From an optimization exercise on the open Yosys and OpenROAD flow, aimed at small area, a short achievable clock period and few clock cycles; shortcuts taken in it are not production practice. In this exercise RTL edits were held to simulation tests only and were not proved equivalent to the original. Power is estimated from default activity; no workload was simulated.

==> inputs of run K <==
## tim_decoder
module tim_decoder (
    input  wire        clk,
    input  wire        rst,
    input  wire        start,
    input  wire [31:0] slen,
    input  wire [31:0] maxres,
    input  wire        cfg_allow_oob,
    input  wire        cfg_ignore_version,
    input  wire        cfg_first_row_only,
    output wire        idle,
    input  wire        s_valid,
    input  wire [7:0]  s_data,
    output reg         s_ready,
    output reg         p_valid,
    input  wire        p_ready,
    output reg  [31:0] p_argb,
    output reg         p_mask,
    output reg         done,
    output reg  [5:0]  reason,
    output reg  [1:0]  fmt,
    output reg  [17:0] width,
    output reg  [15:0] height,
    output reg  [4:0]  page,
    output reg  [7:0]  x_off,
    output reg  [7:0]  y_off,
    output reg         pal_stp
);
    localparam [5:0] R_OK          = 6'd0;
    localparam [5:0] R_TAG         = 6'd1;
    localparam [5:0] R_VERSION     = 6'd2;
    localparam [5:0] R_FMT_CODE    = 6'd3;
    localparam [5:0] R_CLUT_W      = 6'd4;
    localparam [5:0] R_CLUT_H      = 6'd5;
    localparam [5:0] R_PAL_MISSING = 6'd6;
    localparam [5:0] R_STRIDE_ZERO = 6'd7;
    localparam [5:0] R_HEIGHT_ZERO = 6'd8;
    localparam [5:0] R_WIDTH_LARGE = 6'd10;
    localparam [5:0] R_PAGE_RANGE  = 6'd11;
    localparam [5:0] R_HDR_TRUNC   = 6'd16;
    localparam [5:0] R_PAL_TRUNC   = 6'd17;
    localparam [5:0] R_IMG_TRUNC   = 6'd18;
    localparam [5:0] R_STREAM_END  = 6'd32;
    localparam [1:0] F_I4  = 2'd0;
    localparam [1:0] F_I8  = 2'd1;
    localparam [1:0] F_D16 = 2'd2;
    localparam [1:0] F_D24 = 2'd3;
    localparam [2:0] P_IDLE = 3'd0;
    localparam [2:0] P_HDR  = 3'd1;
    localparam [2:0] P_PHDR = 3'd2;
    localparam [2:0] P_PAL  = 3'd3;
    localparam [2:0] P_IHDR = 3'd4;
    localparam [2:0] P_MUL  = 3'd5;
    localparam [2:0] P_IMG  = 3'd6;
  ...
==> flow/config.mk <==
export PLATFORM = sky130hd
export DESIGN_NAME = tim_decoder
export DESIGN_NICKNAME = tim_decoder
export VERILOG_FILES = /design/flow/design.v
export SDC_FILE = /design/flow/constraint.sdc
export NUM_CORES = 4
export LEC_CHECK = 0
export CAP_MARGIN = 20
export CORE_MARGIN = 2
export CORE_UTILIZATION = 30
export PLACE_DENSITY = 0.5
export SLEW_MARGIN = 20
export SYNTH_MEMORY_MAX_BITS = 8192
==> flow/constraint.sdc <==
create_clock -name core_clock -period 14.0 [get_ports {clk}]
set_input_delay 2.8000 -clock core_clock [delete_from_list [all_inputs] [get_ports {clk}]]
set_output_delay 2.8000 -clock core_clock [all_outputs]
set_load 0.01 [all_outputs]
run.sh (not shown) runs the stock make flow with config.mk's settings and CLKGATE_MAP_FILE= SYNTH_SCRIPT=/design/flow/synth_recipe.tcl, a recipe that flattens the netlist after the stock synthesis.
==> run Z (differences from run K) <==
--- a/flow/design.v
+++ b/flow/design.v
@@ -62,14 +62,15 @@
     reg  [3:0]  hb;           
     reg         idle_r;
     reg  [7:0]  f0d, f1d;     
     reg  [1:0]  f0t, f1t;     
     reg  [1:0]  n;            
     reg  [31:0] rem;          
     reg         tol_ok;       
+    reg         in_mul;       
     reg  [2:0]  rq;           
     reg  [16:0] q;            
     reg  [15:0] rows;         
     reg         oob_q, ign_q, first_q;
     reg  [17:0] maxres_q;
     reg         maxres_big;
     reg         haspal, hdr_ok, code_bad;
@@ -77,36 +78,37 @@
     reg  [7:0]  g24;
     reg  [8:0]  cw9;          
     reg         cw_bad;
     reg  [15:0] s16;          
     reg         xy_bad;
     reg  [15:0] W;            
     reg         W_pend;
-    reg  [3:0]  Wct;
-    reg  [3:0]  Wr;
-    reg  [3:0]  c;            
+    reg  [4:0]  Wct;
+    reg  [2:0]  Wr;
+    reg  [4:0]  c;            
     reg  [7:0]  pc;           
     reg         row0;
     reg         stp;
     reg  [1:0]  sb;           
     reg         nib;          
     reg         sk_v;         
     reg  [24:0] sk_d;         
     reg         sk_m;
     reg         v2;           
-    reg  [3:0]  a2r, a2p;
+    reg  [7:0]  sr;
+    reg  [31:0] sp;
     reg         in2;
     reg         v3;           
     reg  [15:0] r3;
     reg  [4095:0] ring;
     assign idle = idle_r;
-    function [3:0] ct;        
-        input [3:0] g;
+    function [4:0] ct;        
+        input [4:0] g;
         begin
-            ct = g[3] ? {g[2:0] + 3'd1, 1'b0} : {g[2:0], 1'b1};
+            ct = g[4] ? {g[3:0] + 4'd1, 1'b0} : {g[3:0], 1'b1};
         end
     endfunction
     function [2:0] d3s;       
         input [1:0] r;
         input       b;
         begin
             d3s[2] = r[1] | (r[0] & b);
@@ -166,15 +168,29 @@
     wire       pix_pal = img_go && fmt_pal;
     wire       d24_pad = (sb == 2'd0) && t_tail;
     wire       pix_dir = img_go && !fmt_pal &&
                          ((fmt == F_D16) ? sb[0] : (sb == 2'd2));
     wire [15:0] d16raw = {hd, lo};
     wire [31:0] dir_argb = (fmt == F_D16) ? expand(d16raw) : {8'hFF, lo, g24, hd};
     wire        dir_mask = (fmt == F_D16) ? hd[7] : 1'b0;
-    wire [15:0] raw2 = ring[{a2r, a2p} * 16 +: 16];
+    wire [15:0] raw2;
+    genvar gs, gb, gq;
+    generate
+        for (gb = 0; gb < 16; gb = gb + 1) begin : g_bit
+            wire [7:0] inner;
+            for (gq = 0; gq < 8; gq = gq + 1) begin : g_r
+                wire [31:0] col;
+                for (gs = 0; gs < 32; gs = gs + 1) begin : g_col
+                    assign col[gs] = ring[(gq*32 + gs)*16 + gb];
+                end
+                assign inner[gq] = |(col & sp);
+            end
+            assign raw2[gb] = |(inner & sr);
+        end
+    endgenerate
     wire [15:0] praw = r3;
     wire [31:0] pal_argb = expand(praw);
     wire        np_v = !sk_v && (fmt_pal ? v3 : pix_dir);
     wire [24:0] np_d = fmt_pal ? {pal_argb[31], pal_argb[23:0]} : {dir_argb[31], dir_argb[23:0]};
     wire        np_m = fmt_pal ? praw[15] : dir_mask;
     reg  [1:0]  d3r;
     wire [9:0]  d3hi = d3c8(2'd0, hd);
@@ -197,15 +213,15 @@
             F_I8:    x_calc = {1'b0, hd[5:0], 1'b0};
             F_D16:   x_calc = {2'b00, hd[5:0]};
             default: x_calc = {2'b00, xd3[7:2]};
         endcase
     end
     wire [15:0] h16   = {hd, lo};
     wire        w_big = maxres_big ? 1'b0 : (width > maxres_q);
-    wire [32:0] rsub  = {1'b0, rem} - {16'd0, (ps == P_MUL) ? {s16, 1'b0} : 17'd1};
+    wire [32:0] rsub  = {1'b0, rem} - {16'd0, in_mul ? {s16, 1'b0} : 17'd1};
     wire [1:0]  n_next = n + {1'b0, push} - {1'b0, pop};
     wire        rem_ge1 = (rem != 32'd0);
     wire        rem_ge2 = (rem[31:1] != 31'd0);
     wire        rem_ge3 = (rem[31:2] != 30'd0) || (rem[1:0] == 2'd3);
     wire        rem_ge4 = (rem[31:2] != 30'd0);
     reg         u_ge1, u_ge2;
     always @(*) begin
@@ -303,41 +319,30 @@
             end
             default: ;
         endcase
     end
     wire start_acc = idle_r && start;
     genvar gr;
     generate
-        for (gr = 0; gr < 16; gr = gr + 1) begin : g_ring
+        for (gr = 0; gr < 8; gr = gr + 1) begin : g_ring
             wire wr = w_fire && (Wr == gr);
             always @(posedge clk) begin
-                ring[gr*256 + 16 +: 240] <= ring[gr*256 +: 240];
-                ring[gr*256 +: 16] <= wr ? W : ring[gr*256 + 240 +: 16];
+                ring[gr*512 + 16 +: 496] <= ring[gr*512 +: 496];
+                ring[gr*512 +: 16] <= wr ? W : ring[gr*512 + 496 +: 16];
             end
         end
     endgenerate
     always @(posedge clk) begin
         oob_q      <= cfg_allow_oob;
         ign_q      <= cfg_ignore_version;
         first_q    <= cfg_first_row_only;
         maxres_q   <= maxres[17:0];
         maxres_big <= (maxres[31:18] != 14'd0);
-        c <= c + 4'd1;
-        if (rst) begin
-            ps      <= P_IDLE;
-            idle_r  <= 1'b1;
-            s_ready <= 1'b0;
-            n       <= 2'd0;
-            p_valid <= 1'b0;
-            sk_v    <= 1'b0;
-            v2      <= 1'b0;
-            v3      <= 1'b0;
-            done    <= 1'b0;
-            W_pend  <= 1'b0;
-        end else begin
+        c <= c + 5'd1;
+        begin
             done <= 1'b0;
             if (push && (n == 2'd0 || (n == 2'd1 && pop))) begin
                 f0d <= s_data;
                 f0t <= {q_is1 && (rq == Q_PAL || rq == Q_IMG) && rows == 16'd1, q <= 17'd2};
             end else if (pop && n == 2'd2) begin
                 f0d <= f1d;
                 f0t <= f1t;
@@ -377,28 +382,29 @@
                     endcase
                 end else begin
                     q <= q - 17'd1;
                 end
             end
             s_ready <= (ps != P_IDLE) && (ps != P_FIN) && !fin && !fin_px &&
                        (n_next != 2'd2) && u_ok_next && q_next_nz;
-            if (ps == P_MUL) begin
+            if (in_mul) begin
                 if (W != 16'd0 && !rsub[32]) rem <= rsub[31:0];
             end else if (pop) begin
                 rem <= rsub[31:0];
             end
             if (w_fire) W_pend <= 1'b0;
             case (ps)
                 P_IDLE: begin
                     if (start) begin
                         ps      <= P_HDR;
                         idle_r  <= 1'b0;
                         hb      <= 4'd0;
                         rem     <= slen;
                         tol_ok  <= 1'b0;
+                        in_mul  <= 1'b0;
                         rq      <= Q_HDR;
                         q       <= 17'd8;
                         s_ready <= 1'b1;
                         n       <= 2'd0;
                         W_pend  <= 1'b0;
                         stp     <= 1'b0;
                     end
@@ -430,31 +436,31 @@
                         end
                         if (hb == 4'd11) begin
                             ps   <= P_PAL;
                             rows <= h16;
                             pc   <= 8'd0;
                             row0 <= 1'b1;
                             sb   <= 2'd0;
-                            c    <= 4'd15;
+                            c    <= 5'd31;
                         end
                     end
                 end
                 P_PAL: begin
                     if (pop) begin
                         sb[0] <= ~sb[0];
                         if (!pal_hi) begin
                             lo <= hd;
                         end else begin
                             if ((row0 || !first_q) && pal_kept)
                                 stp <= stp | hd[7];
                             if (pal_st) begin
                                 W      <= {hd, lo};
                                 W_pend <= 1'b1;
-                                Wct    <= ct(pc[3:0]);
-                                Wr     <= pc[7:4];
+                                Wct    <= ct(pc[4:0]);
+                                Wr     <= pc[7:5];
                             end
                             if ({1'b0, pc} == cw9 - 9'd1) begin
                                 pc   <= 8'd0;
                                 row0 <= 1'b0;
                             end else begin
                                 pc <= pc + 8'd1;
                             end
@@ -490,22 +496,24 @@
                                 height  <= h16;
                                 rows    <= h16;
                                 W       <= h16;
                                 pal_stp <= stp;
                                 sb      <= 2'd0;
                                 nib     <= 1'b0;
                                 ps      <= oob_q ? P_MUL : P_IMG;
+                                in_mul  <= oob_q;
                             end
                             default: ;
                         endcase
                     end
                 end
                 P_MUL: begin
                     if (W == 16'd0) begin
                         tol_ok <= 1'b1;
+                        in_mul <= 1'b0;
                         ps     <= P_IMG;
                     end else if (!rsub[32]) begin
                         W <= W - 16'd1;
                     end
                 end
                 P_IMG: begin
                     if (img_go) begin
@@ -542,28 +550,29 @@
                 default: ps <= P_IDLE;
             endcase
             if (fin || fin_px) begin
                 reason  <= fin_reason;
                 rq      <= Q_STOP;
                 q       <= 17'd0;
                 s_ready <= 1'b0;
+                in_mul  <= 1'b0;
                 if (fin) begin
                     done   <= 1'b1;
                     idle_r <= 1'b1;
                     ps     <= P_IDLE;
                 end else begin
                     ps <= P_FIN;
                 end
             end
             if (stall) begin
-                a2p <= a2p + 4'd1;    
+                sp <= {sp[30:0], sp[31]};    
             end else begin
                 v2  <= pix_pal;
-                a2r <= idx[7:4];
-                a2p <= c - ct(idx[3:0]);
+                sr  <= 8'd1 << idx[7:5];
+                sp  <= 32'd1 << (c - ct(idx[4:0]));
                 in2 <= ({1'b0, idx} < cw9);
                 v3  <= v2;
                 r3  <= in2 ? raw2 : 16'd0;
             end
             if (!p_valid || p_ready) begin
                 if (sk_v) begin
                     p_valid <= 1'b1;
@@ -577,9 +586,20 @@
                 end
             end else if (!sk_v && np_v) begin
                 sk_v <= 1'b1;
                 sk_d <= np_d;
                 sk_m <= np_m;
             end
         end
+        if (rst) begin
+            ps      <= P_IDLE;
+            idle_r  <= 1'b1;
+            s_ready <= 1'b0;
+            n       <= 2'd0;
+            p_valid <= 1'b0;
+            sk_v    <= 1'b0;
+            v2      <= 1'b0;
+            v3      <= 1'b0;
+            done    <= 1'b0;
+        end
     end
 endmodule
==> flow/flow/run.sh (new file) <==
#!/bin/bash
# Layout flow: the standard ORFS flow (standard.sh), unchanged, except that
# - timing repair aims for a setup slack margin, so that paths end well inside
#   the clock period, and
# - the port buffers that the standard flow inserts are buf_4 cells.
# The SDC, clock period and all other steps are the standard ones.
set -euo pipefail
bash standard.sh SETUP_SLACK_MARGIN=9.4 "BUFFER_PORTS_ARGS=-buffer_cell sky130_fd_sc_hd__buf_4" finish > flow_make.log 2>&1
==> flow/standard.sh (new file) <==
#!/bin/bash
# synth_recipe.tcl (not shown) runs the flow's synth.tcl, then flattens the netlist and writes it again
# the make line also repeats each setting of config.mk as NAME=value (left out here)
make -C /OpenROAD-flow-scripts/flow DESIGN_CONFIG=/design/flow/config.mk WORK_HOME=/design/flow/orfs CLKGATE_MAP_FILE= SYNTH_SCRIPT=/design/flow/synth_recipe.tcl "${@:-finish}"
CTS_CLUSTER_DIAMETER = 80   (was not set)
CTS_CLUSTER_SIZE = 28   (was not set)
removed: flow/run.sh
==> run F (differences from run K) <==
==> flow/flow/run.sh (new file) <==
#!/bin/bash
# Layout flow: the standard ORFS flow (standard.sh), unchanged, except that
# timing repair aims for a setup slack margin, so that paths end well inside
# the clock period. The SDC, clock period and all other steps are the standard ones.
set -euo pipefail
bash standard.sh SETUP_SLACK_MARGIN=9.4 finish > flow_make.log 2>&1
==> flow/standard.sh (new file) <==
#!/bin/bash
# synth_recipe.tcl (not shown) runs the flow's synth.tcl, then flattens the netlist and writes it again
# the make line also repeats each setting of config.mk as NAME=value (left out here)
make -C /OpenROAD-flow-scripts/flow DESIGN_CONFIG=/design/flow/config.mk WORK_HOME=/design/flow/orfs CLKGATE_MAP_FILE= SYNTH_SCRIPT=/design/flow/synth_recipe.tcl "${@:-finish}"
removed: flow/run.sh
==> qor summary <==
Status: run Z finished clean; run F finished clean; run K finished clean
Number of resized instances in the post-cts repair step: run Z 1; run F 273; run K 0
Cell-internal power: run Z 16.5 mW; run F 20.7 mW; run K 20.4 mW
Net Switching: run Z 7.19 mW; run F 6.29 mW; run K 6.20 mW
Reg2Reg Capture Point: run Z rem[19]$_DFF_P_; run F q[5]$_SDFFCE_PP0N_; run K r3[5]$_SDFFCE_PN0P_
Vertical die dimension: run Z 653 um; run F 681 um; run K 681 um
Worst reg2reg path startpoint: run Z ps[2]$_SDFFE_PP0P_; run F ps[1]$_SDFFE_PP0P_; run K a2p[0]$_DFFE_PN_
Pin count of the biggest net entering global routing: run Z 82; run F 102; run K 143
Post-placement worst setup slack: run Z 9.12 ns; run F 7.77 ns; run K 6.89 ns
# Taps: run Z 5520; run F 6125; run K 6125
Met2 Resource Use GR: run Z 31.8%; run F 22.5%; run K 22.3%
Initial antenna violation count: run Z 11; run F 23; run K 22
Vias in the first global route: run Z 82500; run F 75800; run K 75600
Die Outline Area: run Z 427000 um^2; run F 464000 um^2; run K 464000 um^2
Post-Layout Cell Count: run Z 15100; run F 15100; run K 15000
Total length of routed met2 wires: run Z 198000 um; run F 152000 um; run K 150000 um
Combinational Power: run Z 3.29 mW; run F 1.91 mW; run K 1.85 mW
Timing endpoint of the critical path: run Z p_argb[11]; run F p_argb[29]; run K f0d[0]$_DFFE_PP_
Leakage: run Z 50.8 nW; run F 59.6 nW; run K 58.8 nW
Beginning of the critical path: run Z p_argb[11]$_DFFE_PP_; run F p_argb[30]$_DFFE_PP_; run K s_valid
Clock skew: run Z 0.0819 ns; run F 0.0623 ns; run K 0.0661 ns
Testbench counts of run K, summed over its fixed seeds: cycles 250,658.
Testbench counts of run Z, summed over its fixed seeds: cycles 250,658.
Testbench counts of run F, summed over its fixed seeds: cycles 250,658.

-- re-timing with driven ports --
In the flow no input, the clock included, has a driving cell. The finished layouts below were timed again as built, in two steps. Step 1 sets driving cells, clkbuf_16 on the clock port and buf_2 on the other inputs (assumed; they add their load-dependent delay and slew). Step 2 moves the port delays by t, midway between the first and last clock arrival at a register: inputs arrive t later, outputs are due t later. That takes back most of the time a late clock gives input paths. a / b / c = ideal ports / drivers / drivers and shift; a / b = the first two.
| run | t, ns | setup slack, ns | clock arrival spread, ns | worst register clock-pin slew, ns | cell pins on the clock port's net |
|---|---|---|---|---|---|
| run K | 1.051 | 7.774 / 7.856 / 6.805 | 0.069 / 0.069 | 0.07 / 0.07 | 1 |
| run Z | 1.011 | 9.505 / 9.397 / 9.074 | 0.084 / 0.084 | 0.11 / 0.11 | 1 |
| run F | 1.052 | 9.390 / 9.277 / 8.491 | 0.075 / 0.076 | 0.07 / 0.07 | 1 |
After both steps setup and hold are still met in every run listed. For run K, which loses most, drivers alone change the setup slack by +0.082 ns; drivers and shift together by -0.969 ns.
